From an optimization exercise on the open Yosys and OpenROAD flow, aimed at small area; shortcuts taken in it are not production practice.
Only simulation tests tie the RTL to the original design; equivalence was not proved.
Power figures rest on the tool's default switching activity, not on a simulated workload.

## flow/design.v (module list and top-level ports; edited modules follow where they fit)
// module sid_wave: 96 lines
// module sid_fa: 7 lines
// module sid_ha: 7 lines
// module sid_env: 124 lines
// module sid_voices: 97 lines
// module sid_mix: 1023 lines
module sid_voices (
    input  wire        clk,
    input  wire        rst,
    input  wire        we,
    input  wire [4:0]  addr,
    input  wire [7:0]  wdata,
    output reg  [7:0]  rdata,
    output wire [35:0] wave_out,    
    output wire [23:0] env_out,     
    output wire [15:0] mix          
);
  // ...
==> flow/run.sh <==
#!/bin/bash
# synth_recipe.tcl (not shown) runs the flow's synth.tcl, then flattens the netlist and writes it again
# the make line also repeats each setting of config.mk as NAME=value (left out here)
make -C /OpenROAD-flow-scripts/flow DESIGN_CONFIG=/design/flow/config.mk WORK_HOME=/design/flow/orfs CLKGATE_MAP_FILE= SYNTH_SCRIPT=/design/flow/synth_recipe.tcl finish
==> flow/config.mk <==
export PLATFORM = sky130hd
export DESIGN_NAME = sid_voices
export DESIGN_NICKNAME = sid_voices
export VERILOG_FILES = /design/flow/design.v
export SDC_FILE = /design/flow/constraint.sdc
export NUM_CORES = 4
export LEC_CHECK = 0
export CAP_MARGIN = 20
export CORE_MARGIN = 2
export CORE_UTILIZATION = 40
export SLEW_MARGIN = 20
export SYNTH_HIERARCHICAL = 1
==> flow/constraint.sdc <==
create_clock -name core_clock -period 13.0 [get_ports {clk}]
set_input_delay 2.6000 -clock core_clock [delete_from_list [all_inputs] [get_ports {clk}]]
set_output_delay 2.6000 -clock core_clock [all_outputs]
set_load 0.01 [all_outputs]
==> report_table.html, run 1 <==
<table>
<tr><th>Metric</th><th>Value</th></tr>
<tr><th colspan="2">Status</th></tr>
<tr><td>Status</td><td>no timing/DRC/antenna violations</td></tr>
<tr><th colspan="2">Floorplanning</th></tr>
<tr><td>Top-Level Pins</td><td>100</td></tr>
<tr><td>Core Footprint</td><td>between 70000 and 80000 um2</td></tr>
<tr><td>Count of standard-cell rows</td><td>around 100</td></tr>
<tr><td>Starting utilization of the core area</td><td>0.4017</td></tr>
<tr><th colspan="2">Timing</th></tr>
<tr><td>Hold Fails Final Rpt</td><td>0</td></tr>
<tr><td>Final worst-path cycle share</td><td>0.9393</td></tr>
<tr><td>Slew at the pin closest to its max-slew limit</td><td>about 1.0 ns</td></tr>
<tr><td>Number of failing setup endpoints in the final timing report</td><td>0</td></tr>
<tr><td>Worst Clk Skew</td><td>0.04612 ns</td></tr>
<tr><th colspan="2">Logic synthesis</th></tr>
<tr><td>Most instantiated library cell after synthesis</td><td>sky130_fd_sc_hd__edfxtp_1</td></tr>
<tr><td>Synth Area in Simple Gates</td><td>0.1815</td></tr>
<tr><td>Synthesized-area fraction occupied by adder cells</td><td>0.2527</td></tr>
<tr><td>Dominant combinational cell family by area after synthesis</td><td>adder cells</td></tr>
<tr><td>Post-Synthesis Mean Instance Area</td><td>11.56 um2</td></tr>
<tr><td>Cell count after synthesis</td><td>2731</td></tr>
<tr><td>Mux contribution to synthesized area</td><td>0.01367</td></tr>
<tr><td>Yosys top cell area share</td><td>0.3871</td></tr>
<tr><th colspan="2">Clocking</th></tr>
<tr><td>Number of buffers created by CTS</td><td>50</td></tr>
<tr><td>Post-CTS setup buffer count</td><td>0</td></tr>
<tr><th colspan="2">Worst setup path</th></tr>
<tr><td>Crit end category</td><td>primary output</td></tr>
<tr><td>Cell with the biggest individual delay on the critical path</td><td>sky130_fd_sc_hd__a2111oi_0</td></tr>
<tr><td>Most prevalent standard cell on the critical path</td><td>sky130_fd_sc_hd__fa_1</td></tr>
<tr><td>Type of the worst setup path</td><td>register to primary output</td></tr>
<tr><td>Data required time at the worst endpoint</td><td>10.40 ns</td></tr>
<tr><td>Worst-path cell chain</td><td>nor2b_1 &gt; a2111oi_0 &gt; o211ai_1 &gt; o211ai_2 &gt; a22o_1 &gt; nand2_1 &gt; fa_1 &gt; fa_1 &gt; fa_1 &gt; fa_1 &gt; fa_1 &gt; fa_1 &gt; fa_1 &gt; fa_1 &gt; fa_1 &gt; fa_1 &gt; nor4_1 &gt; o211ai_1 &gt; a311oi_2 &gt; ha_1 &gt; clkdlybuf4s50_1</td></tr>
<tr><td>Reg-to-reg startpoint</td><td>voice[0].u_wave.acc[0]</td></tr>
<tr><th colspan="2">Cells and area</th></tr>
<tr><td>Number of filler instances in the final layout</td><td>7168</td></tr>
<tr><td>Largest registers ranked by flip-flop count</td><td>voice.u_wave.acc (72), voice.u_wave.shift (69), voice.u_wave.freq (48)</td></tr>
<tr><td>Largest register FFs</td><td>roughly 70</td></tr>
<tr><td>Syn-to-layout area delta</td><td>11.31%</td></tr>
<tr><td>Post-Layout Inst Area</td><td>35150 um2</td></tr>
<tr><td>Logic inverters</td><td>128</td></tr>
<tr><th colspan="2">Power and ir drop</th></tr>
<tr><td>Seq group</td><td>1780 uW</td></tr>
<tr><td>Clk network pwr share</td><td>0.122</td></tr>
<tr><td>Switching power of the nets</td><td>about 4700 uW</td></tr>
<tr><td>P_clk</td><td>roughly 1400 uW</td></tr>
<tr><th colspan="2">Placement</th></tr>
<tr><td>IO buf count</td><td>99</td></tr>
<tr><td>Cell area reported after detailed placement</td><td>between 30000 and 40000 um2</td></tr>
<tr><th colspan="2">Global route</th></tr>
<tr><td>Met2 Use GR</td><td>0.3423</td></tr>
<tr><th colspan="2">Detailed routing</th></tr>
<tr><td>Routed Antenna Nets</td><td>0</td></tr>
<tr><td>Number of optimization iterations in the first detailed-route pass</td><td>6</td></tr>
<tr><td>Met1 Routed Length</td><td>roughly 38 mm</td></tr>
<tr><td>Wire length per cell after detailed routing</td><td>roughly 23 um</td></tr>
<tr><th colspan="2">Worst hold path</th></tr>
<tr><td>Path class of the lowest-slack min-delay path</td><td>register to register</td></tr>
</table>
==> run 2: changes to the inputs <==
--- a/flow/design.v
+++ b/flow/design.v
@@ -1345,10 +1345,10 @@
     assign mix[7] = ~(fp7 ^ pg670);
     assign mix[8] = ~(fp8 ^ pg652);
     assign mix[9] = ~(fp9 ^ pg672);
     assign mix[10] = ~(fp10 ^ pg662);
     assign mix[11] = ~(fp11 ^ pg674);
     assign mix[12] = ~(fp12 ^ pg658);
     assign mix[13] = ~(fp13 ^ pg676);
     assign mix[14] = ~(fp14 ^ pg664);
-    assign mix[15] = ~(fp15 ^ pg678);
+    assign mix[15] = 1'b0;
 endmodule
==> flow/flow/run.sh (new file) <==
#!/bin/bash
set -euo pipefail
HERE=$(pwd)
FLOWDIR=$HERE/flow

# synthesis script: ORFS's synth.tcl with abc_args pointing at our script
sed "s#^source \$::env(SCRIPTS_DIR)/synth_preamble.tcl\$#&\nlset abc_args 1 $FLOWDIR/abc_area.script#" \
    "$FLOW_HOME/scripts/synth.tcl" > "$HERE/area_synth_core.tcl"
grep -q "lset abc_args 1 $FLOWDIR/abc_area.script" "$HERE/area_synth_core.tcl"
sed "s#source \$::env(SCRIPTS_DIR)/synth.tcl#source $HERE/area_synth_core.tcl#" \
    "$HERE/synth_recipe.tcl" > "$HERE/area_synth.tcl"
grep -q "area_synth_core.tcl" "$HERE/area_synth.tcl"

# standard.sh with our synthesis script
sed "s#SYNTH_SCRIPT=[^ ]*#SYNTH_SCRIPT=$HERE/area_synth.tcl#" "$HERE/standard.sh" > "$HERE/area_standard.sh"
grep -q "SYNTH_SCRIPT=$HERE/area_synth.tcl" "$HERE/area_standard.sh"

bash "$HERE/area_standard.sh" \
    "BUFFER_PORTS_ARGS=-buffer_cell sky130_fd_sc_hd__buf_1" \
    finish > "$HERE/flow_make.log" 2>&1
==> flow/flow/abc_area.script (new file) <==
strash
dch -f
amap
topo
stime -c
==> flow/standard.sh (new file) <==
#!/bin/bash
# synth_recipe.tcl (not shown) runs the flow's synth.tcl, then flattens the netlist and writes it again
# the make line also repeats each setting of config.mk as NAME=value (left out here)
make -C /OpenROAD-flow-scripts/flow DESIGN_CONFIG=/design/flow/config.mk WORK_HOME=/design/flow/orfs CLKGATE_MAP_FILE= SYNTH_SCRIPT=/design/flow/synth_recipe.tcl "${@:-finish}"
==> flow/config.mk (replaced) <==
export PLATFORM = sky130hd
export DESIGN_NAME = sid_voices
export DESIGN_NICKNAME = sid_voices
export VERILOG_FILES = /design/flow/design.v
export SDC_FILE = /design/flow/constraint.sdc
export NUM_CORES = 4
export LEC_CHECK = 0
export CAP_MARGIN = 20
export CORE_MARGIN = 2
export CORE_UTILIZATION = 60
export CTS_CLUSTER_DIAMETER = 80
export CTS_CLUSTER_SIZE = 25
export SETUP_SLACK_MARGIN = 0.2
export SLEW_MARGIN = 20
export SYNTH_HIERARCHICAL = 1
removed: flow/run.sh
==> report_table.html, run 2 <==
<table>
<tr><th>Metric</th><th>Value</th></tr>
<tr><th colspan="2">Timing</th></tr>
<tr><td>Sum Neg Setup Slack</td><td>0 ns (unchanged)</td></tr>
<tr><td>PnR worst setup slack</td><td>0.9662 ns (was 0.7890 ns)</td></tr>
<tr><td>Slew at the pin closest to its max-slew limit</td><td>1.099 ns (was 1.042 ns)</td></tr>
<tr><td>Max-slew violation count</td><td>0 (unchanged)</td></tr>
<tr><td>Highest attainable clock frequency</td><td>83.10 MHz (was 81.89 MHz)</td></tr>
<tr><td>Hold Fails Final Rpt</td><td>0 (unchanged)</td></tr>
<tr><td>Number of failing setup endpoints in the final timing report</td><td>0 (unchanged)</td></tr>
<tr><td>Worst Clk Skew</td><td>0.02599 ns (was 0.04612 ns)</td></tr>
<tr><td>Final worst-path cycle share</td><td>0.9257 (was 0.9393)</td></tr>
<tr><td>Crit path time final</td><td>12.03 ns (was 12.21 ns)</td></tr>
<tr><td>Worst relative slew slack</td><td>0.2674 (was 0.3055)</td></tr>
<tr><td>RSZ-0062 raised after global routing</td><td>no (unchanged)</td></tr>
<tr><td>Final hold slack</td><td>0.4427 ns (was 0.4699 ns)</td></tr>
<tr><th colspan="2">Floorplanning</th></tr>
<tr><td>Top-Level Pins</td><td>100 (unchanged)</td></tr>
<tr><td>DIE WIDTH</td><td>222.5 um (was 285.0 um)</td></tr>
<tr><td>Core Footprint</td><td>47450 um2 (was 78610 um2)</td></tr>
<tr><td>Count of standard-cell rows</td><td>80 (was 103)</td></tr>
<tr><td>Total die area</td><td>49500 um2 (was 81200 um2)</td></tr>
<tr><td>Y dimension of the die</td><td>222.5 um (was 285.0 um)</td></tr>
<tr><td>Starting utilization of the core area</td><td>0.6036 (was 0.4017)</td></tr>
<tr><th colspan="2">Logic synthesis</th></tr>
<tr><td>Count of flip-flops with a built-in enable after synthesis</td><td>407 (unchanged)</td></tr>
<tr><td>Post-Syn Area</td><td>28640 um2 (was 31580 um2)</td></tr>
<tr><td>Number of synthesis warnings</td><td>9 (unchanged)</td></tr>
<tr><td>Top_reg_cell synth</td><td>sky130_fd_sc_hd__edfxtp_1 (unchanged)</td></tr>
<tr><td>Cell count after synthesis</td><td>2468 (was 2731)</td></tr>
<tr><td>Most instantiated library cell after synthesis</td><td>sky130_fd_sc_hd__edfxtp_1 (unchanged)</td></tr>
<tr><td>Most instantiated cells after synthesis</td><td>sky130_fd_sc_hd__edfxtp_1 (407), sky130_fd_sc_hd__nand2_1 (371), sky130_fd_sc_hd__fa_1 (342) (was sky130_fd_sc_hd__edfxtp_1 (407), sky130_fd_sc_hd__nand2_1 (365), sky130_fd_sc_hd__fa_1 (342))</td></tr>
<tr><td>Yosys top cell by area</td><td>sky130_fd_sc_hd__edfxtp_1 (unchanged)</td></tr>
<tr><td>Synth Net Count</td><td>2908 (was 3172)</td></tr>
<tr><td>Async set-or-reset flop fraction in the synthesized netlist</td><td>0 (unchanged)</td></tr>
<tr><td>Total of flip-flops plus latches after synthesis</td><td>420 (unchanged)</td></tr>
<tr><td>Post-Synthesis Mean Instance Area</td><td>11.60 um2 (was 11.56 um2)</td></tr>
<tr><td>Unique masters post-synth</td><td>50 (was 82)</td></tr>
<tr><td>Dominant cells by area after synthesis</td><td>sky130_fd_sc_hd__edfxtp_1 (43%), sky130_fd_sc_hd__fa_1 (24%), sky130_fd_sc_hd__nand2_1 (4.9%) (was sky130_fd_sc_hd__edfxtp_1 (39%), sky130_fd_sc_hd__fa_1 (22%), sky130_fd_sc_hd__nand2_1 (4.3%))</td></tr>
<tr><td>Sequential-to-total area share from yosys stat</td><td>0.4358 (was 0.3953)</td></tr>
<tr><td>Yosys top cell area share</td><td>0.4268 (was 0.3871)</td></tr>
<tr><th colspan="2">Worst setup path</th></tr>
<tr><td>Most prevalent standard cell on the critical path</td><td>sky130_fd_sc_hd__fa_1 (unchanged)</td></tr>
<tr><td>Data required time at the worst endpoint</td><td>10.40 ns (about the same)</td></tr>
<tr><td>Max FO, Critical Path</td><td>12 (unchanged)</td></tr>
<tr><td>Type of origin of the critical path</td><td>register (unchanged)</td></tr>
<tr><td>Cell with the biggest individual delay on the critical path</td><td>sky130_fd_sc_hd__fa_1 (was sky130_fd_sc_hd__a2111oi_0)</td></tr>
<tr><td>Max stage delay on crit path</td><td>0.52 ns (was 0.74 ns)</td></tr>
<tr><td>Crit end category</td><td>primary output (unchanged)</td></tr>
<tr><td>Arrival time reported for the critical path endpoint</td><td>9.43 ns (was 9.61 ns)</td></tr>
<tr><td>Type of the worst setup path</td><td>register to primary output (unchanged)</td></tr>
<tr><th colspan="2">Clocking</th></tr>
<tr><td>H-tree lvl count</td><td>1 (was 2)</td></tr>
<tr><td>Count of clock tree sinks</td><td>420 (unchanged)</td></tr>
<tr><td>Number of buffers created by CTS</td><td>26 (was 50)</td></tr>
<tr><td>Clock-pin slew on the worst setup and hold paths</td><td>0.10 ns (was 0.06 ns)</td></tr>
<tr><td>Number of buffers on the longest clock path</td><td>3 (unchanged)</td></tr>
<tr><td>Clock latency on the worst-skew pair</td><td>0.60 ns (was 0.61 ns)</td></tr>
<tr><td>Clock tree from TritonCTS</td><td>built (unchanged)</td></tr>
<tr><td>Clock Root Buffer</td><td>sky130_fd_sc_hd__clkbuf_16 (unchanged)</td></tr>
<tr><th colspan="2">Cells and area</th></tr>
<tr><td>Number of filler instances in the final layout</td><td>3634 (was 7168)</td></tr>
<tr><td>Syn-to-layout area delta</td><td>10.28% (was 11.31%)</td></tr>
<tr><td>Share of cells above drive strength 1</td><td>0.06508 (was 0.08194)</td></tr>
<tr><td>Commonest cells after routing, fill and taps aside</td><td>sky130_fd_sc_hd__edfxtp_1 (407), sky130_fd_sc_hd__nand2_1 (371), sky130_fd_sc_hd__fa_1 (342) (was sky130_fd_sc_hd__edfxtp_1 (407), sky130_fd_sc_hd__nand2_1 (365), sky130_fd_sc_hd__fa_1 (342))</td></tr>
<tr><td>Post-Layout Inst Area</td><td>31580 um2 (was 35150 um2)</td></tr>
<tr><td>Top reg by flops</td><td>voice.u_wave.acc (unchanged)</td></tr>
<tr><td>Number of antenna repair diodes</td><td>0 (was 2)</td></tr>
<tr><td>Most frequent standard cell in the layout excluding fill and tap cells</td><td>sky130_fd_sc_hd__edfxtp_1 (unchanged)</td></tr>
<tr><td>Layout Nets</td><td>3111 (was 3207)</td></tr>
<tr><td>Largest register FFs</td><td>72 (unchanged)</td></tr>
<tr><td>Largest registers ranked by flip-flop count</td><td>voice.u_wave.acc (72), voice.u_wave.shift (69), voice.u_wave.freq (48) (unchanged)</td></tr>
<tr><th colspan="2">Power and ir drop</th></tr>
<tr><td>Cell area power density</td><td>267.6 nW/um2 (was 318.9 nW/um2)</td></tr>
<tr><td>Pint</td><td>4260 uW (was 6514 uW)</td></tr>
<tr><td>Proportion of total power due to net switching</td><td>0.4960 (was 0.4189)</td></tr>
<tr><td>Standby leakage power</td><td>0.009899 uW (was 0.01173 uW)</td></tr>
<tr><td>Pwr Total</td><td>8453 uW (was 11210 uW)</td></tr>
<tr><td>Clk network pwr share</td><td>0.109 (was 0.122)</td></tr>
<tr><td>Combinational power share</td><td>0.683 (was 0.719)</td></tr>
<tr><td>Seq pwr share</td><td>0.209 (was 0.159)</td></tr>
<tr><td>Switching power of the nets</td><td>4193 uW (was 4695 uW)</td></tr>
<tr><td>VDD IR max</td><td>0.0009511 V (was 0.001553 V)</td></tr>
<tr><th colspan="2">Global route</th></tr>
<tr><td>Vias in the first global route</td><td>20590 (was 21880)</td></tr>
<tr><td>Global-route usage over all layers</td><td>0.3174 (was 0.2149)</td></tr>
<tr><td>Global-route wire length before repair</td><td>119.5 mm (was 133.9 mm)</td></tr>
<tr><td>Total global routing overflow</td><td>0 (unchanged)</td></tr>
<tr><td>Largest net degree at the start of global routing</td><td>57 (unchanged)</td></tr>
<tr><td>Initial antenna violation count</td><td>2 (unchanged)</td></tr>
<tr><th colspan="2">Detailed routing</th></tr>
<tr><td>Total wire length after detailed routing</td><td>77.51 mm (was 86.92 mm)</td></tr>
<tr><td>Number of optimization iterations in the first detailed-route pass</td><td>8 (was 6)</td></tr>
<tr><td>Number of DRC violations after detailed routing</td><td>0 (unchanged)</td></tr>
<tr><td>Vias post-DR</td><td>20660 (was 21470)</td></tr>
<tr><td>Mean number of vias per cell</td><td>6.254 (was 5.564)</td></tr>
<tr><td>Wire length per cell after detailed routing</td><td>23.46 um (was 22.52 um)</td></tr>
<tr><td>Drt initial violations</td><td>2140 (was 2030)</td></tr>
<tr><td>Routed Antenna Nets</td><td>0 (unchanged)</td></tr>
<tr><th colspan="2">Placement</th></tr>
<tr><td>Post-Place Worst Slack</td><td>1.307 ns (was 1.446 ns)</td></tr>
<tr><td>Cell area reported after detailed placement</td><td>30660 um2 (was 33500 um2)</td></tr>
<tr><td>IO buf count</td><td>98 (was 99)</td></tr>
<tr><td>Placer's final routability congestion estimate</td><td>0.9434 (was 0.9691)</td></tr>
<tr><td>Estimated wirelength of the detail-placed design</td><td>56.73 mm (was 63.46 mm)</td></tr>
<tr><th colspan="2">Worst hold path</th></tr>
<tr><td>Path class of the lowest-slack min-delay path</td><td>register to register (unchanged)</td></tr>
<tr><th colspan="2">Flow run</th></tr>
<tr><td>Number of maximum-capacitance violations</td><td>0 (unchanged)</td></tr>
<tr><th colspan="2">Status</th></tr>
<tr><td>Status</td><td>no timing/DRC/antenna violations (unchanged)</td></tr>
</table>
run 2: changes by cell type in the layout (fill, tap and decap cells not counted), sizes merged, moves of 45 or more:
cell           change
nor2b             +63
or2               +86
clkdlybuf4s50     -98
nand2b            -95
clkinv           +195
and2             -163
xor2              -45
nor2             +148
buf              +130
inv              -121
xnor2             -61
run 2: power groups by stage:
stage / Sequential (uW) / Clock (uW) / Combinational [uW]
global placement: 1790 / 0 / 5450
detailed placement: 1790 / 0 / 5590
floorplan: 1770 / 0 / 3780
finish: 1760 / 918 / 5770
CTS: 1760 / 930 / 5650
global route: 1780 / 976 / 6440
run 2: stage by stage:
stage | std cells | utilization
after global placement | 3255 | 0.6460
after CTS | 3302 | 0.6650
after global routing | 3304 | 0.6656
after detailed placement | 3256 | 0.6463
final | 3304 | 0.6656
after floorplan | 2468 | -
run 2: path summary, 6_finish.rpt:
check                               start                       to  slack (ns)  cells past startpoint
setup / recovery  voice[0].u_wave.acc[17]                  mix[14]        0.97                     34
hold / removal                 bus_cnt[3]               bus_cnt[4]        0.44                      2
setup reg to reg   voice[2].u_wave.acc[0]  voice[0].u_wave.acc[18]        2.72                     32
hold reg to reg                bus_cnt[3]               bus_cnt[4]        0.44                      2
run 2: kinds of logic after synthesis:
group                    share of synthesized area
AO/OA/AOI/OAI                              0.08808
buffers and inverters                      0.02818
flip-flops                                  0.4358
AND/OR/NAND/NOR                             0.1716
other                                    0.0005241
XOR/XNOR                                 0.0009176
adder cells (fa/ha/maj)                     0.2749
run 2: area by class of cell:
class / count / area, um2 / area share
multi-input combinational: 1837 / 15690 / 0.4969
sequential: 420 / 12480 / 0.3952
timing repair buffer: 179 / 972.2 / 0.03078
inverter: 207 / 777.0 / 0.02460
tap: 615 / 769.5 / 0.02437
clock buffer: 30 / 696.9 / 0.02207
clock inverter: 16 / 190.2 / 0.006022
run 2: modules after synthesis (local to each module, per instance):
module / flops+latches / area, um2 / copies in the design / cells
sid_mix: 0 / 1518 / 1 / 360
sid_ha: 0 / 12.51 / 47 / 1
sid_fa: 0 / 20.02 / 340 / 1
sid_voices: 21 / 1109 / 1 / 149
sid_wave: 83 / 3397 / 3 / 234
sid_env: 50 / 2809 / 3 / 290
run 2: per-layer routing:
metal / part of all wire / up-vias / track usage
li1: - / 9103 / -
met1: 0.41 / 10380 / 0.4594
met2: 0.47 / 1025 / 0.5022
met3: 0.089 / 158 / 0.05343
met4: 0.032 / 0 / 0.09244
met5: 0 / - / 0
run 2: worst max-delay path: cells and delay by family, from the launching register on:
kind	cells	cell delay, ns
adders and majority gates	10	4.08
DFF	1	0.43
buffers and inverters	7	1.07
and+or+nand+nor	8	1.14
AOI/OAI and AO/OA	9	2.12
run 2: timing repair:
action | 4_1_cts | 5_1_grt
gates resized for setup | 0 | 4
hold buffers | 0 | 0
setup endpoints to repair | 0 | 3
setup buffers | 0 | 0
hold endpoints to repair | 0 | 0

[separate check: timing with driven ports]
Ports are ideal in the flow. The routed layouts listed here were re-timed in OpenROAD. Step 1 (the two cells are an assumption about what drives the block):
set clk [get_ports {clk}]
set_driving_cell -lib_cell sky130_fd_sc_hd__clkbuf_16 $clk
set_driving_cell -lib_cell sky130_fd_sc_hd__buf_2 [delete_from_list [all_inputs] $clk]
Step 2, shift: input delay + t, output delay - t, t = (earliest + latest rising clock arrival at the registers) / 2. This alone moves slack from input paths to output paths. Three values: no drivers, after step 1, after step 2; two values: the first two.
| run | t, ns | setup slack, ns | worst slew at a driven data input, ns |
|---|---|---|---|
| run 1 | 0.653 | 0.789 / 0.722 / 1.375 | 0.08 |
| run 2 | 0.639 | 0.966 / 0.911 / 1.550 | 0.06 |
After both steps every run listed still meets setup and hold.
